Source: an optimization exercise on an open RTL-to-GDS flow (aim: small area). Production flows keep margins and buffers that such runs may drop. The RTL was checked by simulation tests, not by an equivalence proof against the original design. Power figures rest on the tool's default switching activity, not on a simulated workload.

$ cat design/flow/config.mk
export PLATFORM = sky130hd
export DESIGN_NAME = twi_engine
export DESIGN_NICKNAME = twi_engine
export VERILOG_FILES = /design/flow/design.v
export SDC_FILE = /design/flow/constraint.sdc
export NUM_CORES = 4
export LEC_CHECK = 0
export CAP_MARGIN = 20
export CORE_MARGIN = 2
export CORE_UTILIZATION = 40
export PLACE_DENSITY = 0.6
export SLEW_MARGIN = 20
$ cat design/flow/constraint.sdc
create_clock -name core_clock -period 10.0 [get_ports {clk}]
set_input_delay 2.0000 -clock core_clock [delete_from_list [all_inputs] [get_ports {clk}]]
set_output_delay 2.0000 -clock core_clock [all_outputs]
set_load 0.01 [all_outputs]
$ cat design/flow/design.v
module twi_bit_engine (
    input  wire       clk,
    input  wire       rst,
    input  wire [7:0] br,
    input  wire       go,
    input  wire [1:0] op,        
    input  wire [7:0] wdata,
    input  wire       rd_ack,    
    output wire       busy,
    output reg        done,
    output reg  [7:0] rdata,
    output reg        ack,       
    output reg        scl_oe,
    output reg        sda_oe,
    input  wire       sda_i
);
    localparam OP_START = 2'd0;
    localparam OP_WRITE = 2'd1;
    localparam OP_READ  = 2'd2;
    localparam OP_STOP  = 2'd3;
    localparam S_IDLE  = 2'd0;
    localparam S_START = 2'd1;
    localparam S_FRAME = 2'd2;
    localparam S_STOP  = 2'd3;
    reg [1:0] state;
    reg [8:0] cnt;
    reg [1:0] half;
    reg [3:0] bitn;
    reg [7:0] shreg;
    reg       reading;
    reg       ack_out;
    reg [1:0] sda_sync;
    wire [8:0] hlen     = {1'b0, br} + 9'd8;
    wire       half_end = (cnt == hlen - 9'd1);
    wire       sda_in   = sda_sync[1];
    assign busy = (state != S_IDLE);
    always @(posedge clk) begin
        if (rst)
            sda_sync <= 2'b11;
        else
            sda_sync <= {sda_sync[0], sda_i};
    end
    always @(posedge clk) begin
        if (rst) begin
            state   <= S_IDLE;
            cnt     <= 9'd0;
            half    <= 2'd0;
            bitn    <= 4'd0;
            shreg   <= 8'd0;
            reading <= 1'b0;
            ack_out <= 1'b0;
            done    <= 1'b0;
            rdata   <= 8'd0;
            ack     <= 1'b0;
            scl_oe  <= 1'b0;
            sda_oe  <= 1'b0;
        end else begin
            done <= 1'b0;
            case (state)
                S_IDLE: begin
                    if (go) begin
                        cnt     <= 9'd0;
                        half    <= 2'd0;
                        bitn    <= 4'd0;
                        shreg   <= wdata;
                        reading <= (op == OP_READ);
                        ack_out <= rd_ack;
                        case (op)
                            OP_START: state <= S_START;
                            OP_WRITE: state <= S_FRAME;
                            OP_READ:  state <= S_FRAME;
                            default:  state <= S_STOP;
                        endcase
                    end
                end
                S_START: begin
                    if (half == 2'd0 && cnt == 9'd4)
                        sda_oe <= 1'b0;
                    if (half_end) begin
                        cnt  <= 9'd0;
                        half <= half + 2'd1;
                        case (half)
                            2'd0: scl_oe <= 1'b0;
                            2'd1: sda_oe <= 1'b1;
                            2'd2: scl_oe <= 1'b1;
                            default: begin
                                state <= S_IDLE;
                                done  <= 1'b1;
                            end
                        endcase
                    end else begin
                        cnt <= cnt + 9'd1;
                    end
                end
                S_FRAME: begin
                    if (half == 2'd0 && cnt == 9'd4) begin
                        if (bitn == 4'd8)
                            sda_oe <= reading ? ack_out : 1'b0;
                        else
                            sda_oe <= reading ? 1'b0 : ~shreg[7];
                    end
                    if (half_end) begin
                        cnt <= 9'd0;
                        if (half == 2'd0) begin
                            half   <= 2'd1;
                            scl_oe <= 1'b0;
                        end else begin
                            half   <= 2'd0;
                            scl_oe <= 1'b1;
                            if (bitn == 4'd8) begin
                                ack   <= ~sda_in;
                                rdata <= shreg;
                                state <= S_IDLE;
                                done  <= 1'b1;
                            end else begin
                                shreg <= {shreg[6:0], sda_in};
                                bitn  <= bitn + 4'd1;
                            end
                        end
                    end else begin
                        cnt <= cnt + 9'd1;
                    end
                end
                S_STOP: begin
                    if (half == 2'd0 && cnt == 9'd4)
                        sda_oe <= 1'b1;
                    if (half_end) begin
                        cnt  <= 9'd0;
                        half <= half + 2'd1;
                        case (half)
                            2'd0: scl_oe <= 1'b0;
                            2'd1: sda_oe <= 1'b0;
                            default: begin
                                state <= S_IDLE;
                                done  <= 1'b1;
                            end
                        endcase
                    end else begin
                        cnt <= cnt + 9'd1;
                    end
                end
            endcase
        end
    end
endmodule
module twi_divider #(
    parameter [15:0] F_CLK_KHZ = 16'd16000
) (
    input  wire        clk,
    input  wire        rst,
    input  wire        start,
    input  wire [15:0] khz,
    output reg         done,
    output wire [7:0]  br
);
    reg        running;
    reg [4:0]  iter;
    reg [15:0] divisor;
    reg [15:0] dividend;
    reg [15:0] quotient;
    reg [16:0] rem;
    wire [16:0] rem_shift = {rem[15:0], dividend[15]};
    wire [16:0] rem_sub   = rem_shift - {1'b0, divisor};
    wire [15:0] q_minus16 = quotient - 16'd16;
    assign br = q_minus16[8:1];
    always @(posedge clk) begin
        if (rst) begin
            running  <= 1'b0;
            done     <= 1'b0;
            iter     <= 5'd0;
            divisor  <= 16'd0;
            dividend <= 16'd0;
            quotient <= 16'd0;
            rem      <= 17'd0;
        end else begin
            done <= 1'b0;
            if (start) begin
                running  <= 1'b1;
                iter     <= 5'd0;
                divisor  <= khz;
                dividend <= F_CLK_KHZ;
                quotient <= 16'd0;
                rem      <= 17'd0;
            end else if (running) begin
                dividend <= {dividend[14:0], 1'b0};
                if (!rem_sub[16]) begin
                    rem      <= rem_sub;
                    quotient <= {quotient[14:0], 1'b1};
                end else begin
                    rem      <= rem_shift;
                    quotient <= {quotient[14:0], 1'b0};
                end
                iter <= iter + 5'd1;
                if (iter == 5'd15) begin
                    running <= 1'b0;
                    done    <= 1'b1;
                end
            end
        end
    end
endmodule
module twi_engine (
    input  wire       clk,
    input  wire       rst,
    input  wire       cmd_valid,
    input  wire [7:0] cmd_data,
    output wire       cmd_ready,
    output reg        rsp_valid,
    output reg  [7:0] rsp_data,
    input  wire       rsp_ready,
    output wire       scl_oe,
    output wire       sda_oe,
    input  wire       sda_i
);
    localparam [7:0] OPC_TWINIT   = 8'h00;
    localparam [7:0] OPC_START    = 8'h01;
    localparam [7:0] OPC_WRITE    = 8'h02;
    localparam [7:0] OPC_READ     = 8'h03;
    localparam [7:0] OPC_STOP     = 8'h04;
    localparam [7:0] OPC_WRREG    = 8'h10;
    localparam [7:0] OPC_RDREG    = 8'h11;
    localparam [7:0] OPC_EERD     = 8'h20;
    localparam [7:0] OPC_EEWR     = 8'h21;
    localparam [7:0] OPC_EEGETCUR = 8'h22;
    localparam [7:0] OPC_EESETCUR = 8'h23;
    localparam [7:0] OPC_TOBCD    = 8'h38;
    localparam [7:0] OPC_FROMBCD  = 8'h39;
    localparam [7:0] ST_START       = 8'h08;
    localparam [7:0] ST_RSTART      = 8'h10;
    localparam [7:0] ST_MT_SLA_ACK  = 8'h18;
    localparam [7:0] ST_MT_SLA_NACK = 8'h20;
    localparam [7:0] ST_MT_DATA_ACK = 8'h28;
    localparam [7:0] ST_MT_DATA_NACK= 8'h30;
    localparam [7:0] ST_MR_SLA_ACK  = 8'h40;
    localparam [7:0] ST_MR_SLA_NACK = 8'h48;
    localparam [1:0] PH_IDLE = 2'd0;
    localparam [1:0] PH_ADDR = 2'd1;
    localparam [1:0] PH_MT   = 2'd2;
    localparam [1:0] PH_MR   = 2'd3;
    localparam [2:0] M_START = 3'd0;
    localparam [2:0] M_WRITE = 3'd1;
    localparam [2:0] M_READ  = 3'd2;
    localparam [2:0] M_STOP  = 3'd3;
    localparam [2:0] M_EMIT  = 3'd4;
    localparam [2:0] M_DIV   = 3'd5;
    localparam [2:0] M_END   = 3'd6;
    localparam [2:0] B_ARG1 = 3'd0;
    localparam [2:0] B_ARG2 = 3'd1;
    localparam [2:0] B_ARG3 = 3'd2;
    localparam [2:0] B_ARG4 = 3'd3;
    localparam [2:0] B_SLAW = 3'd4;
    localparam [2:0] B_SLAR = 3'd5;
    localparam [2:0] B_ZERO = 3'd6;
    localparam [2:0] B_ONE  = 3'd7;
    localparam [1:0] R_NONE = 2'd0;
    localparam [1:0] R_LO   = 2'd1;
    localparam [1:0] R_HI   = 2'd2;
    localparam [1:0] R_BCD  = 2'd3;
    localparam [2:0] C_OPC   = 3'd0;
    localparam [2:0] C_ARG   = 3'd1;
    localparam [2:0] C_ISSUE = 3'd2;
    localparam [2:0] C_WAIT  = 3'd3;
    localparam [2:0] C_RSP   = 3'd4;
    reg [2:0] cstate;
    reg [7:0] opc;
    reg [7:0] arg1, arg2, arg3, arg4;
    reg [2:0] argi;
    reg [2:0] nargs;
    reg [4:0] step;
    reg [1:0] ph;
    reg [7:0] br;
    reg [7:0] res_lo;
    reg [7:0] res_hi;
    reg       write_is_addr;
    function [2:0] num_args;
        input [7:0] o;
        begin
            case (o)
                OPC_TWINIT:   num_args = 3'd2;
                OPC_START:    num_args = 3'd0;
                OPC_WRITE:    num_args = 3'd1;
                OPC_READ:     num_args = 3'd1;
                OPC_STOP:     num_args = 3'd0;
                OPC_WRREG:    num_args = 3'd3;
                OPC_RDREG:    num_args = 3'd2;
                OPC_EERD:     num_args = 3'd3;
                OPC_EEWR:     num_args = 3'd4;
                OPC_EEGETCUR: num_args = 3'd1;
                OPC_EESETCUR: num_args = 3'd3;
                OPC_TOBCD:    num_args = 3'd1;
                OPC_FROMBCD:  num_args = 3'd1;
                default:      num_args = 3'd0;
            endcase
        end
    endfunction
    reg [2:0] m_kind;
    reg [2:0] m_byte;
    reg       m_ack;
    reg [1:0] m_res;
    always @(*) begin
        m_kind = M_END;
        m_byte = B_ARG1;
        m_ack  = 1'b0;
        m_res  = R_NONE;
        case (opc)
            OPC_TWINIT: begin
                case (step)
                    5'd0: m_kind = M_DIV;
                    default: m_kind = M_END;
                endcase
            end
            OPC_START: begin
                case (step)
                    5'd0: begin m_kind = M_START; m_res = R_LO; end
                    5'd1: begin m_kind = M_EMIT;  m_res = R_LO; end
                    default: m_kind = M_END;
                endcase
            end
            OPC_WRITE: begin
                case (step)
                    5'd0: begin m_kind = M_WRITE; m_byte = B_ARG1; m_res = R_LO; end
                    5'd1: begin m_kind = M_EMIT;  m_res = R_LO; end
                    default: m_kind = M_END;
                endcase
            end
            OPC_READ: begin
                case (step)
                    5'd0: begin m_kind = M_READ; m_ack = arg1[0]; m_res = R_LO; end
                    5'd1: begin m_kind = M_EMIT; m_res = R_LO; end
                    default: m_kind = M_END;
                endcase
            end
            OPC_STOP: begin
                case (step)
                    5'd0: m_kind = M_STOP;
                    default: m_kind = M_END;
                endcase
            end
            OPC_WRREG: begin
                case (step)
                    5'd0: m_kind = M_START;
                    5'd1: begin m_kind = M_WRITE; m_byte = B_SLAW; end
                    5'd2: begin m_kind = M_WRITE; m_byte = B_ARG2; end
                    5'd3: begin m_kind = M_WRITE; m_byte = B_ARG3; end
                    5'd4: m_kind = M_STOP;
                    default: m_kind = M_END;
                endcase
            end
            OPC_RDREG: begin
                case (step)
                    5'd0: m_kind = M_START;
                    5'd1: begin m_kind = M_WRITE; m_byte = B_SLAW; end
                    5'd2: begin m_kind = M_WRITE; m_byte = B_ARG2; end
                    5'd3: m_kind = M_START;
                    5'd4: begin m_kind = M_WRITE; m_byte = B_SLAR; end
                    5'd5: begin m_kind = M_READ;  m_res = R_LO; end
                    5'd6: m_kind = M_STOP;
                    5'd7: begin m_kind = M_EMIT;  m_res = R_LO; end
                    default: m_kind = M_END;
                endcase
            end
            OPC_EERD: begin
                case (step)
                    5'd0: m_kind = M_START;
                    5'd1: begin m_kind = M_WRITE; m_byte = B_SLAW; end
                    5'd2: begin m_kind = M_WRITE; m_byte = B_ARG2; end
                    5'd3: begin m_kind = M_WRITE; m_byte = B_ARG3; end
                    5'd4: m_kind = M_START;
                    5'd5: begin m_kind = M_WRITE; m_byte = B_SLAR; end
                    5'd6: begin m_kind = M_READ;  m_res = R_LO; end
                    5'd7: m_kind = M_STOP;
                    5'd8: begin m_kind = M_EMIT;  m_res = R_LO; end
                    default: m_kind = M_END;
                endcase
            end
            OPC_EEWR: begin
                case (step)
                    5'd0: m_kind = M_START;
                    5'd1: begin m_kind = M_WRITE; m_byte = B_SLAW; end
                    5'd2: begin m_kind = M_WRITE; m_byte = B_ARG2; end
                    5'd3: begin m_kind = M_WRITE; m_byte = B_ARG3; end
                    5'd4: begin m_kind = M_WRITE; m_byte = B_ARG4; end
                    5'd5: m_kind = M_STOP;
                    default: m_kind = M_END;
                endcase
            end
            OPC_EEGETCUR: begin
                case (step)
                    5'd0:  m_kind = M_START;
                    5'd1:  begin m_kind = M_WRITE; m_byte = B_SLAW; end
                    5'd2:  begin m_kind = M_WRITE; m_byte = B_ZERO; end
                    5'd3:  begin m_kind = M_WRITE; m_byte = B_ZERO; end
                    5'd4:  m_kind = M_START;
                    5'd5:  begin m_kind = M_WRITE; m_byte = B_SLAR; end
                    5'd6:  begin m_kind = M_READ;  m_res = R_HI; end
                    5'd7:  m_kind = M_STOP;
                    5'd8:  m_kind = M_START;
                    5'd9:  begin m_kind = M_WRITE; m_byte = B_SLAW; end
                    5'd10: begin m_kind = M_WRITE; m_byte = B_ZERO; end
                    5'd11: begin m_kind = M_WRITE; m_byte = B_ONE; end
                    5'd12: m_kind = M_START;
                    5'd13: begin m_kind = M_WRITE; m_byte = B_SLAR; end
                    5'd14: begin m_kind = M_READ;  m_res = R_LO; end
                    5'd15: m_kind = M_STOP;
                    5'd16: begin m_kind = M_EMIT;  m_res = R_HI; end
                    5'd17: begin m_kind = M_EMIT;  m_res = R_LO; end
                    default: m_kind = M_END;
                endcase
            end
            OPC_EESETCUR: begin
                case (step)
                    5'd0:  m_kind = M_START;
                    5'd1:  begin m_kind = M_WRITE; m_byte = B_SLAW; end
                    5'd2:  begin m_kind = M_WRITE; m_byte = B_ZERO; end
                    5'd3:  begin m_kind = M_WRITE; m_byte = B_ZERO; end
                    5'd4:  begin m_kind = M_WRITE; m_byte = B_ARG2; end
                    5'd5:  m_kind = M_STOP;
                    5'd6:  m_kind = M_START;
                    5'd7:  begin m_kind = M_WRITE; m_byte = B_SLAW; end
                    5'd8:  begin m_kind = M_WRITE; m_byte = B_ZERO; end
                    5'd9:  begin m_kind = M_WRITE; m_byte = B_ONE; end
                    5'd10: begin m_kind = M_WRITE; m_byte = B_ARG3; end
                    5'd11: m_kind = M_STOP;
                    default: m_kind = M_END;
                endcase
            end
            OPC_TOBCD, OPC_FROMBCD: begin
                case (step)
                    5'd0: begin m_kind = M_EMIT; m_res = R_BCD; end
                    default: m_kind = M_END;
                endcase
            end
            default: m_kind = M_END;
        endcase
    end
    reg [7:0] wr_byte;
    always @(*) begin
        case (m_byte)
            B_ARG1:  wr_byte = arg1;
            B_ARG2:  wr_byte = arg2;
            B_ARG3:  wr_byte = arg3;
            B_ARG4:  wr_byte = arg4;
            B_SLAW:  wr_byte = {arg1[6:0], 1'b0};
            B_SLAR:  wr_byte = {arg1[6:0], 1'b1};
            B_ZERO:  wr_byte = 8'h00;
            default: wr_byte = 8'h01;
        endcase
    end
    wire [7:0] bcd_tens  = arg1 / 8'd10;
    wire [7:0] bcd_units = arg1 % 8'd10;
    wire [7:0] to_bcd    = {bcd_tens[3:0], 4'd0} + bcd_units;
    wire [7:0] from_bcd  = arg1[7:4] * 8'd10 + {4'd0, arg1[3:0]};
    wire [7:0] bcd_res   = (opc == OPC_TOBCD) ? to_bcd : from_bcd;
    wire       bit_busy;
    wire       bit_done;
    wire [7:0] bit_rdata;
    wire       bit_ack;
    reg        bit_go;
    reg  [1:0] bit_op;
    twi_bit_engine u_bit (
        .clk    (clk),
        .rst    (rst),
        .br     (br),
        .go     (bit_go),
        .op     (bit_op),
        .wdata  (wr_byte),
        .rd_ack (m_ack),
        .busy   (bit_busy),
        .done   (bit_done),
        .rdata  (bit_rdata),
        .ack    (bit_ack),
        .scl_oe (scl_oe),
        .sda_oe (sda_oe),
        .sda_i  (sda_i)
    );
    reg        div_start;
    wire       div_done;
    wire [7:0] div_br;
    twi_divider u_div (
        .clk   (clk),
        .rst   (rst),
        .start (div_start),
        .khz   ({arg1, arg2}),
        .done  (div_done),
        .br    (div_br)
    );
    assign cmd_ready = (cstate == C_OPC) || (cstate == C_ARG);
    wire is_bus_op = (m_kind == M_START) || (m_kind == M_WRITE) ||
                     (m_kind == M_READ)  || (m_kind == M_STOP);
    always @(*) begin
        bit_go    = 1'b0;
        bit_op    = 2'd0;
        div_start = 1'b0;
        if (cstate == C_ISSUE && !bit_busy) begin
            case (m_kind)
                M_START: begin bit_go = 1'b1; bit_op = 2'd0; end
                M_WRITE: begin bit_go = 1'b1; bit_op = 2'd1; end
                M_READ:  begin bit_go = 1'b1; bit_op = 2'd2; end
                M_STOP:  begin bit_go = 1'b1; bit_op = 2'd3; end
                M_DIV:   div_start = 1'b1;
                default: ;
            endcase
        end
    end
    reg [7:0] status;
    always @(*) begin
        if (m_kind == M_START)
            status = (ph == PH_IDLE) ? ST_START : ST_RSTART;
        else if (write_is_addr) begin
            if (wr_byte[0])
                status = bit_ack ? ST_MR_SLA_ACK : ST_MR_SLA_NACK;
            else
                status = bit_ack ? ST_MT_SLA_ACK : ST_MT_SLA_NACK;
        end else
            status = bit_ack ? ST_MT_DATA_ACK : ST_MT_DATA_NACK;
    end
    always @(posedge clk) begin
        if (rst) begin
            cstate        <= C_OPC;
            opc           <= 8'd0;
            arg1          <= 8'd0;
            arg2          <= 8'd0;
            arg3          <= 8'd0;
            arg4          <= 8'd0;
            argi          <= 3'd0;
            nargs         <= 3'd0;
            step          <= 5'd0;
            ph            <= PH_IDLE;
            br            <= 8'd0;
            res_lo        <= 8'd0;
            res_hi        <= 8'd0;
            write_is_addr <= 1'b0;
            rsp_valid     <= 1'b0;
            rsp_data      <= 8'd0;
        end else begin
            case (cstate)
                C_OPC: begin
                    if (cmd_valid) begin
                        opc   <= cmd_data;
                        nargs <= num_args(cmd_data);
                        argi  <= 3'd0;
                        step  <= 5'd0;
                        if (num_args(cmd_data) == 3'd0)
                            cstate <= C_ISSUE;
                        else
                            cstate <= C_ARG;
                    end
                end
                C_ARG: begin
                    if (cmd_valid) begin
                        case (argi)
                            3'd0: arg1 <= cmd_data;
                            3'd1: arg2 <= cmd_data;
                            3'd2: arg3 <= cmd_data;
                            default: arg4 <= cmd_data;
                        endcase
                        argi <= argi + 3'd1;
                        if (argi + 3'd1 == nargs)
                            cstate <= C_ISSUE;
                    end
                end
                C_ISSUE: begin
                    case (m_kind)
                        M_END: cstate <= C_OPC;
                        M_EMIT: begin
                            rsp_valid <= 1'b1;
                            case (m_res)
                                R_HI:    rsp_data <= res_hi;
                                R_BCD:   rsp_data <= bcd_res;
                                default: rsp_data <= res_lo;
                            endcase
                            cstate <= C_RSP;
                        end
                        M_STOP: begin
                            if (!bit_busy) begin
                                ph   <= PH_IDLE;
                                step <= step + 5'd1;
                            end
                        end
                        default: begin
                            if (!bit_busy) begin
                                write_is_addr <= (ph == PH_ADDR);
                                cstate        <= C_WAIT;
                            end
                        end
                    endcase
                end
                C_WAIT: begin
                    if (m_kind == M_DIV) begin
                        if (div_done) begin
                            br     <= div_br;
                            step   <= step + 5'd1;
                            cstate <= C_ISSUE;
                        end
                    end else if (bit_done) begin
                        case (m_kind)
                            M_START: begin
                                if (m_res == R_LO) res_lo <= status;
                                ph <= PH_ADDR;
                            end
                            M_WRITE: begin
                                if (m_res == R_LO) res_lo <= status;
                                if (write_is_addr)
                                    ph <= wr_byte[0] ? PH_MR : PH_MT;
                            end
                            default: begin  
                                if (m_res == R_HI)
                                    res_hi <= bit_rdata;
                                else
                                    res_lo <= bit_rdata;
                            end
                        endcase
                        step   <= step + 5'd1;
                        cstate <= C_ISSUE;
                    end
                end
                default: begin  
                    if (rsp_ready) begin
                        rsp_valid <= 1'b0;
                        step      <= step + 5'd1;
                        cstate    <= C_ISSUE;
                    end
                end
            endcase
        end
    end
endmodule
$ cat design/flow/run.sh
#!/bin/bash
# synth_recipe.tcl (not shown) runs the flow's synth.tcl, then flattens the netlist and writes it again
# the make line also repeats each setting of config.mk as NAME=value (left out here)
make -C /OpenROAD-flow-scripts/flow DESIGN_CONFIG=/design/flow/config.mk WORK_HOME=/design/flow/orfs CLKGATE_MAP_FILE= SYNTH_SCRIPT=/design/flow/synth_recipe.tcl finish
==> results.toml <==
[clock_tree]
clk_pin_slew_ps = 60
post-cts-setup-buffer-count = 0
hold_buffers = 0
htree_levels = 1
post_cts_resized = 0
cts_inserted_buffers = 25
cts-root-buf = "clkbuf_16"
cts_max_path_buffers = 3
cts_tree = "yes"
worstSkewPairLatency_ps = 540
cts_sinks = 215

[place]
pre_cts_ws_ps = 4950
portBuffers = 24
place_congestion = 0.857
hpwlAfterDp_um = 23000

[sta]
fin_crit_ps = 5100
hold-worst-slack_ps = 421
slew_headroom = 0.271
fin_skew_ps = 26.7
slew_viol_final = 0
tightest_slew_ps = 1090
max_freq_mhz = 196
hold_violations = 0
finalSetupViolations = 0
grt_setup_unrepaired = "no"
timing.final.ws_setup_ps = 4900
tns_ps = 0
post-route-period-util = 0.510

[layout]
fin_util = 0.451
num-nets-final = 1588
antenna_cells = 0
layout-drive-gt1-share = 0.0699
synthToLayoutAreaGrowth_pct = 10.5

[synth]
synth.net_count = 1614
ys_warn_count = 3
synth_top_area_frac = 0.343
ys.flop_type = "dfxtp_1"
synthTopCellsByArea = "dfxtp_1, mux2i_1, ha_1"
synth_area_leader_cell = "dfxtp_1"
synth-edff-count = 0
avgSynthCellArea_um2 = 8.16
async_reset_ff_frac = 0
syn_inst = 1537
ys_ff_latch = 215
yosysSeqAreaShare = 0.343
synthesis.area_mm2 = 0.0125
yosysUniqueCellTypes = 89

[setup_path]
reg2reg_depth = 17
start_kind = "flip-flop"
path_max_fanout = 22
crit_type = "flip-flop to flip-flop"
r2r_end = "rsp_data[7]$_SDFFE_PP0P_"
cp.arrival_ps = 5500
crit_end = "rsp_data[7]$_SDFFE_PP0P_"
cp-startpoint = "arg1[4]$_SDFFE_PP0P_"
timing.rr.start = "arg1[4]$_SDFFE_PP0P_"
end_kind = "flip-flop"
required_ps = 10400
rrSetupSlack_ps = 4900

[floorplan]
die_x_um = 181
row_count = 64
ios = 25
fp.coreArea_mm2 = 0.0307
dieArea_mm2 = 0.0328
start_util = 0.408
die_h_um = 181

[outcome]
outcome = "no timing/DRC/antenna violations"

[run]
cap_viol_max_count = 0

[detailed_routing]
wl_met3_um = 1550
vias_per_cell = 5.61
ant_nets = 0
drt_first_pass_iters = 5
met2_length_um = 14500
drt_wl_total_um = 32200
drt-met1-wl_um = 15600
avgRoutedWirePerCell_um = 16.7
drcViolationCount = 0
highest_layer = "met4"
via_count = 10800
first_iter_violations = 773

[global_route]
antenna_found_initial = 0
track_usage = 0.194
grt_pass1_wl_um = 53200
first_global_vias = 10200
grt-ovfl-total = 0
grt_max_degree = 64

[power]
max-vdd-ir-drop_uv = 176
leakage_nw = 5.22
power_density_mw_per_mm2 = 236

[worst_hold_path]
hp-class = "flip-flop to flip-flop"
==> cells in the final DEF (no fill, tap or decap), types with 7 or more instances in the layout <==
| cell | instances |
|---|---|
| a211o_1 | 7 |
| inv_1 | 64 |
| a22oi_1 | 14 |
| o31ai_1 | 8 |
| nand2b_1 | 21 |
| a211oi_1 | 27 |
| or3_1 | 8 |
| or2_2 | 8 |
| clkinv_2 | 7 |
| and2_1 | 9 |
| nor3_1 | 42 |
| xnor2_1 | 27 |
| and3_1 | 17 |
| o211ai_1 | 8 |
| a21o_1 | 8 |
| clkdlybuf4s50_1 | 23 |
| nor4_1 | 11 |
| a21oi_1 | 143 |
| dfxtp_1 | 214 |
| nand3_1 | 53 |
| nand4_1 | 16 |
| o21ai_0 | 69 |
| clkbuf_16 | 25 |
| nand2_1 | 126 |
| mux2i_1 | 97 |
| buf_4 | 13 |
| xor2_1 | 21 |
| ha_1 | 60 |
| a31oi_1 | 13 |
| nor2b_1 | 21 |
| nor2_1 | 194 |
| nand3b_1 | 12 |
==> worst min-delay path by stage <==
stage | startpoint | to | cells past startpoint
after floorplan | u_bit.sda_sync[0]$_SDFF_PP1_ | u_bit.sda_sync[1]$_SDFF_PP1_ | 1
after global placement | u_bit.sda_sync[0]$_SDFF_PP1_ | u_bit.sda_sync[1]$_SDFF_PP1_ | 1
after detailed placement | u_bit.sda_sync[0]$_SDFF_PP1_ | u_bit.sda_sync[1]$_SDFF_PP1_ | 1
after CTS | u_bit.sda_sync[0]$_SDFF_PP1_ | u_bit.sda_sync[1]$_SDFF_PP1_ | 1
after global routing | u_bit.sda_sync[0]$_SDFF_PP1_ | u_bit.sda_sync[1]$_SDFF_PP1_ | 1
final | u_bit.sda_sync[0]$_SDFF_PP1_ | u_bit.sda_sync[1]$_SDFF_PP1_ | 1
==> cells by family after synthesis <==
family / Yosys count / synth area share
flip-flops: 215 / 0.343
AO/OA/AOI/OAI: 372 / 0.188
multiplexers: 107 / 0.0918
adder cells (fa/ha/maj): 64 / 0.0662
XOR/XNOR: 49 / 0.0342
AND/OR/NAND/NOR: 576 / 0.228
buffers and inverters: 154 / 0.0488
==> report_power, final <==
group | internal [mW] | total [mW] | switching [mW]
clock | 0.541 | 0.915 | 0.374
sequential | 0.928 | 1.04 | 0.116
combinational | 0.545 | 1.31 | 0.766
==> final cells by class <==
| class | instances | area [µm²] |
|---|---|---|
| fill | 3127 | 16900 |
| multi-input combinational | 1168 | 7660 |
| sequential | 215 | 4310 |
| clock buffer | 32 | 692 |
| tap | 396 | 495 |
| timing repair buffer | 36 | 328 |
| inverter | 65 | 244 |
| clock inverter | 14 | 135 |
==> layer usage <==
metal / up-vias / global-route usage
met2: 218 / 0.313
met3: 49 / 0.0266
li1: 5444 / -
met4: 0 / 0.0507
met5: - / 0
met1: 5097 / 0.274
==> cells in the mapped netlist (21+ instances only) <==
cell	count
o21ai_0	70
inv_1	64
mux2i_1	97
dfxtp_1	215
a211oi_1	27
a21oi_1	143
nand3_1	53
nor3_1	43
nor2b_1	21
nor2_1	195
nand2b_1	21
clkbuf_1	71
xor2_1	21
xnor2_1	28
ha_1	60
nand2_1	126
==> stage by stage <==
stage / instances / cell area (µm²) / total power, mW
6_report: 1926 / 13900 / 3.27
5_1_grt: 1926 / 13900 / 3.49
4_1_cts: 1926 / 13800 / 3.29
3_5_place_dp: 1880 / 13000 / 2.36
3_3_place_gp: 1879 / 13000 / 2.35
2_1_floorplan: 1537 / 12500 / 2.05
==> worst max-delay path, stage by stage (launching register included) <==
cell and delay, ps:
dfxtp_1 790, or4b_2 640, a211oi_1 380, or4_1 230
a21oi_1 110, a21oi_1 740, mux2i_1 310, nand3_1 130
o21ai_0 250, ha_1 330, a21o_1 150, a21oi_1 170
xnor2_1 140, a211oi_1 90, a211oi_1 230, nor3_1 90
a21oi_1 140, nor2_1 70

## port drivers added, routing unchanged
In the flow no input, the clock included, has a driving cell. The finished layout below was timed again as built, in two steps.
Step 1 assumes that a clkbuf_16 drives the clock port and a buf_2 every other input.
Step 2 also shifts input and output timing later by t, the mid clock arrival at the registers, as if the neighbouring blocks saw the same clock.
Slacks: ideal ports / drivers / drivers and shift; pairs: ideal ports / drivers.
t (ns): 0.583
slack for setup (ns): 4.900 / 4.900 / 4.900
worst setup path after step 2: register to register
pins driven straight from the clock port: 1
After both steps setup and hold are still met in this run. For this run, drivers alone change the setup slack by 0.000 ns; drivers and shift together by 0.000 ns.
